This design comes from an exercise in tuning for small area, a short achievable clock period and few clock cycles on the open sky130 flow, not from production work.
RTL that was checked went through simulation tests only; none was proved equivalent to the original.
The clock port is modelled as an ideal driver; clocking choices that lean on that would not hold on a real chip.
Power figures rest on the tool's default switching activity, not on a simulated workload.

== the reference run ==
## fpp
module fpp (
    input  wire         clk,
    input  wire         rst,           
    input  wire         in_valid,
    output wire         in_ready,
    input  wire [2:0]   in_kind,
    input  wire [7:0]   in_data,
    output wire [3:0]   status,
    output wire [6:0]   rxlen,
    output wire [191:0] sb             
);
    localparam [2:0] K_START = 3'd0;
    localparam [2:0] K_BYTE  = 3'd1;
    localparam [2:0] K_END   = 3'd2;
    localparam [2:0] K_ERROR = 3'd3;
    localparam [1:0] P_NF  = 2'd0;    
    localparam [1:0] P_INC = 2'd1;    
    localparam [1:0] P_CHK = 2'd2;    
    localparam [1:0] P_OK  = 2'd3;    
    reg [6:0]   rxlen_r;     
    reg [3:0]   status_r;
    reg [191:0] sb_r;
    reg [191:0] cand;        
    reg         clr;         
    reg         ldp;         
    reg         rdy;         
    reg         pbv;         
    reg [7:0]   pbd;         
    reg [1:0]   pst;
    reg         pok;         
    reg         prev42;      
    reg [4:0]   j;           
    reg [12:0]  acc;         
    reg         hi_ok;       
    assign in_ready = rdy;
    wire go      = in_valid & rdy;
    wire a_start = go & (in_kind == K_START);
    wire a_byte  = go & (in_kind == K_BYTE);
    wire a_end   = go & (in_kind == K_END);
    wire a_error = go & (in_kind == K_ERROR);
    wire a_parse = go & in_kind[2];
    wire infr  = (pst == P_INC);
    wire shift = clr | (pbv & infr & (j >= 5'd4) & (j < 5'd28));
    always @(posedge clk)
        if (shift)
            cand <= {cand[183:0], pbd & {8{~clr}}};
    wire load = ldp;
    integer k;
    always @(posedge clk)
        if (load)
  ...
export LEC_CHECK = 0
export CAP_MARGIN = 20
export CORE_MARGIN = 2
export CORE_UTILIZATION = 55
export SETUP_SLACK_MARGIN = 3.75
export SLEW_MARGIN = 20
create_clock -name core_clock -period 6.0 [get_ports {clk}]
standard.sh (not shown) runs the stock make flow with config.mk's settings and CLKGATE_MAP_FILE= SYNTH_SCRIPT=/design/flow/synth_recipe.tcl, a recipe that flattens the netlist after the stock synthesis.
==> flow/flow/run.sh <==
#!/bin/bash
# The standard layout (standard.sh) with three changes:
#  - the port buffers are buf_1 cells instead of the slow delay cells that
#    buffer_ports picks by default;
#  - the clock tree uses larger sink clusters of clkbuf_16 (fewer buffers);
#  - after CTS, the clock port drives the tree's second level directly and
#    the root buffer is removed (clk_root.tcl), one buffer fewer on every
#    register's clock path.
# Each step writes its full output to a log file of its own here.
set -euo pipefail
export BUFFER_PORTS_ARGS="-buffer_cell sky130_fd_sc_hd__buf_1"
export CTS_ARGS="-sink_clustering_enable -repair_clock_nets -buf_list sky130_fd_sc_hd__clkbuf_16 -sink_clustering_size 25 -sink_clustering_max_diameter 100 -sink_buffer_max_cap_derate 1.0"
bash standard.sh cts > make_to_cts.log 2>&1
R=orfs/results/${FLOW_PLATFORM}/fpp/base
ODB_IN=$R/4_1_cts.odb ODB_OUT=$R/4_1_cts.odb openroad -no_init -exit flow/clk_root.tcl > clk_root.log 2>&1
cp $R/4_1_cts.odb $R/4_cts.odb
bash standard.sh finish > make_finish.log 2>&1
==> flow/flow/clk_root.tcl <==
read_db $::env(ODB_IN)
set block [ord::get_db_block]
set clknet [[$block findBTerm clk] getNet]
set roots {}
foreach it [$clknet getITerms] { lappend roots $it }
if {[llength $roots] != 1} { puts "clock port drives [llength $roots] pins; nothing done"; write_db $::env(ODB_OUT); exit }
set root [[lindex $roots 0] getInst]
set rootnet ""
foreach it [$root getITerms] { if {[$it isOutputSignal]} { set rootnet [$it getNet] } }
set loads {}
set ok 1
foreach it [$rootnet getITerms] {
  if {![$it isInputSignal]} continue
  lappend loads $it
  if {![string match "sky130_fd_sc_hd__clkbuf*" [[[$it getInst] getMaster] getName]]} { set ok 0 }
}
if {!$ok || [llength $loads] > 4 || [llength $loads] == 0} { puts "root drives [llength $loads] pins (all buffers: $ok); nothing done"; write_db $::env(ODB_OUT); exit }
foreach it $loads { $it disconnect; $it connect $clknet }
puts "removed root [$root getName]: [llength $loads] buffers now driven by the clock port"
odb::dbInst_destroy $root
odb::dbNet_destroy $rootnet
write_db $::env(ODB_OUT)
diff inputs: the reference run => the trial run
--- a/flow/flow/run.sh
+++ b/flow/flow/run.sh
@@ -12 +12 @@
-export CTS_ARGS="-sink_clustering_enable -repair_clock_nets -buf_list sky130_fd_sc_hd__clkbuf_16 -sink_clustering_size 25 -sink_clustering_max_diameter 100 -sink_buffer_max_cap_derate 1.0"
+export CTS_ARGS="-sink_clustering_enable -repair_clock_nets -buf_list sky130_fd_sc_hd__clkbuf_16 -sink_clustering_size 30 -sink_clustering_max_diameter 100 -sink_buffer_max_cap_derate 1.0"
Results
- Met1 layer wirelength in the final routing: the reference run vs the trial run — no meaningful difference
- | area of the die | the reference run vs the trial run | ≈ equal |
- From the reference run to the trial run the numbers moved as follows: wire length after detailed routing fell 150 um; total design power fell 2.1%; worst hold slack rose 0.0071 ns; sequential share of layout area rose 0.33 points.
No run of this note included a check of the RTL's function; only the layout flow was run.

* * *

== try-onyx ==
fpp, a different RTL version from the one above (not shown whole).
Size in the first run: ~430 flip-flops, about 14,000 um^2 of cells after synthesis.
Settings: LEC_CHECK=0, CAP_MARGIN=20, CORE_MARGIN=2, CORE_UTILIZATION=40, SETUP_SLACK_MARGIN=3.5, SLEW_MARGIN=20; clock period 6.0 ns.
==> flow/flow/run.sh <==
#!/bin/bash
# The standard layout (standard.sh) with two changes:
#  - the port buffers are buf_1 cells instead of the slow delay cells that
#    buffer_ports picks by default;
#  - the clock tree uses larger sink clusters of clkbuf_16 (fewer buffers).
set -euo pipefail
export BUFFER_PORTS_ARGS="-buffer_cell sky130_fd_sc_hd__buf_1"
export CTS_ARGS="-sink_clustering_enable -repair_clock_nets -buf_list sky130_fd_sc_hd__clkbuf_16 -sink_clustering_size 30 -sink_clustering_max_diameter 100 -sink_buffer_max_cap_derate 1.0"
bash standard.sh finish > flow_make.log 2>&1
Testbench counts of try-onyx, summed over its fixed seeds: cycles 15,751.
Edits applied to the flow inputs when going from try-onyx to try-maple:
# try-onyx
export LEC_CHECK = 0
export CAP_MARGIN = 20
export CORE_MARGIN = 2
export CORE_UTILIZATION = 40
export SETUP_SLACK_MARGIN = 3.5
export SLEW_MARGIN = 20
create_clock -name core_clock -period 6.0 [get_ports {clk}]
# try-maple
export LEC_CHECK = 0
export CAP_MARGIN = 20
export CORE_MARGIN = 2
export CORE_UTILIZATION = 55
export SETUP_SLACK_MARGIN = 3.6
export SLEW_MARGIN = 20
create_clock -name core_clock -period 6.0 [get_ports {clk}]
- On overall routed net length, try-onyx beats try-maple.
- try-maple against try-onyx: total power fell about 0.3%; worst hold slack across all endpoints about even; worst setup slack rose 0.024 ns; share of post-route cells with drive strength above 1 about even; die area fell 27%.
Relative to try-maple, the following input files were edited for try-cedar:
# try-maple
export LEC_CHECK = 0
export CAP_MARGIN = 20
export CORE_MARGIN = 2
export CORE_UTILIZATION = 55
export SETUP_SLACK_MARGIN = 3.6
export SLEW_MARGIN = 20
create_clock -name core_clock -period 6.0 [get_ports {clk}]
# try-cedar
export LEC_CHECK = 0
export CAP_MARGIN = 20
export CORE_MARGIN = 2
export CORE_UTILIZATION = 40
export SETUP_SLACK_MARGIN = 3.8
export SLEW_MARGIN = 20
create_clock -name core_clock -period 6.0 [get_ports {clk}]
- Worst slack at placement delta for try-cedar relative to try-maple: 0.10 ns higher
- try-maple ended up with fewer cell instances than try-cedar did.
- try-maple has lower quantity of gates resized following cts than try-cedar.
- Layout buffer count excluding clock buffers in try-cedar is about 10% above try-maple.
- try-cedar against try-maple: internal power consumption roughly the same, area growth from synthesis to layout saw an increase.
- Run comparison: try-maple first element of the critical path rxlen_r[0]$_SDFFE_PP0P_; try-cedar first element of the critical path sb_r[85]$_DFFE_PP_
- ~same total power in try-cedar and try-maple
- On clock power, try-cedar tracks try-maple almost exactly.

## what the ideal ports hide
The results above use ideal ports. As a check the final layouts listed here were re-extracted and re-timed, cells and wires unchanged. Step 1 sets driving cells, clkbuf_16 on the clock port and buf_2 on the other inputs (assumed; they add their load-dependent delay and slew). Step 2 moves the port delays by t, midway between the first and last clock arrival at a register: inputs arrive t later, outputs are due t later. That takes back most of the time a late clock gives input paths. Slacks: ideal ports / drivers / drivers and shift; pairs: ideal ports / drivers.
| run | t (ns) | setup slack, ns | worst register clock-pin slew, ns |
|---|---|---|---|
| the reference run | 0.440 | 3.723 / 3.723 / 3.485 | 0.10 / 0.10 |
| the trial run | 0.444 | 3.768 / 3.759 / 3.489 | 0.12 / 0.12 |
| try-onyx | 0.556 | 3.656 / 3.627 / 3.246 | 0.12 / 0.12 |
| try-maple | 0.550 | 3.680 / 3.633 / 3.164 | 0.11 / 0.11 |
| try-cedar | 0.556 | 3.701 / 3.656 / 3.367 | 0.11 / 0.11 |
After both steps setup and hold are still met in every run listed. For try-maple, which loses most, drivers alone change the setup slack by -0.047 ns; drivers and shift together by -0.516 ns.
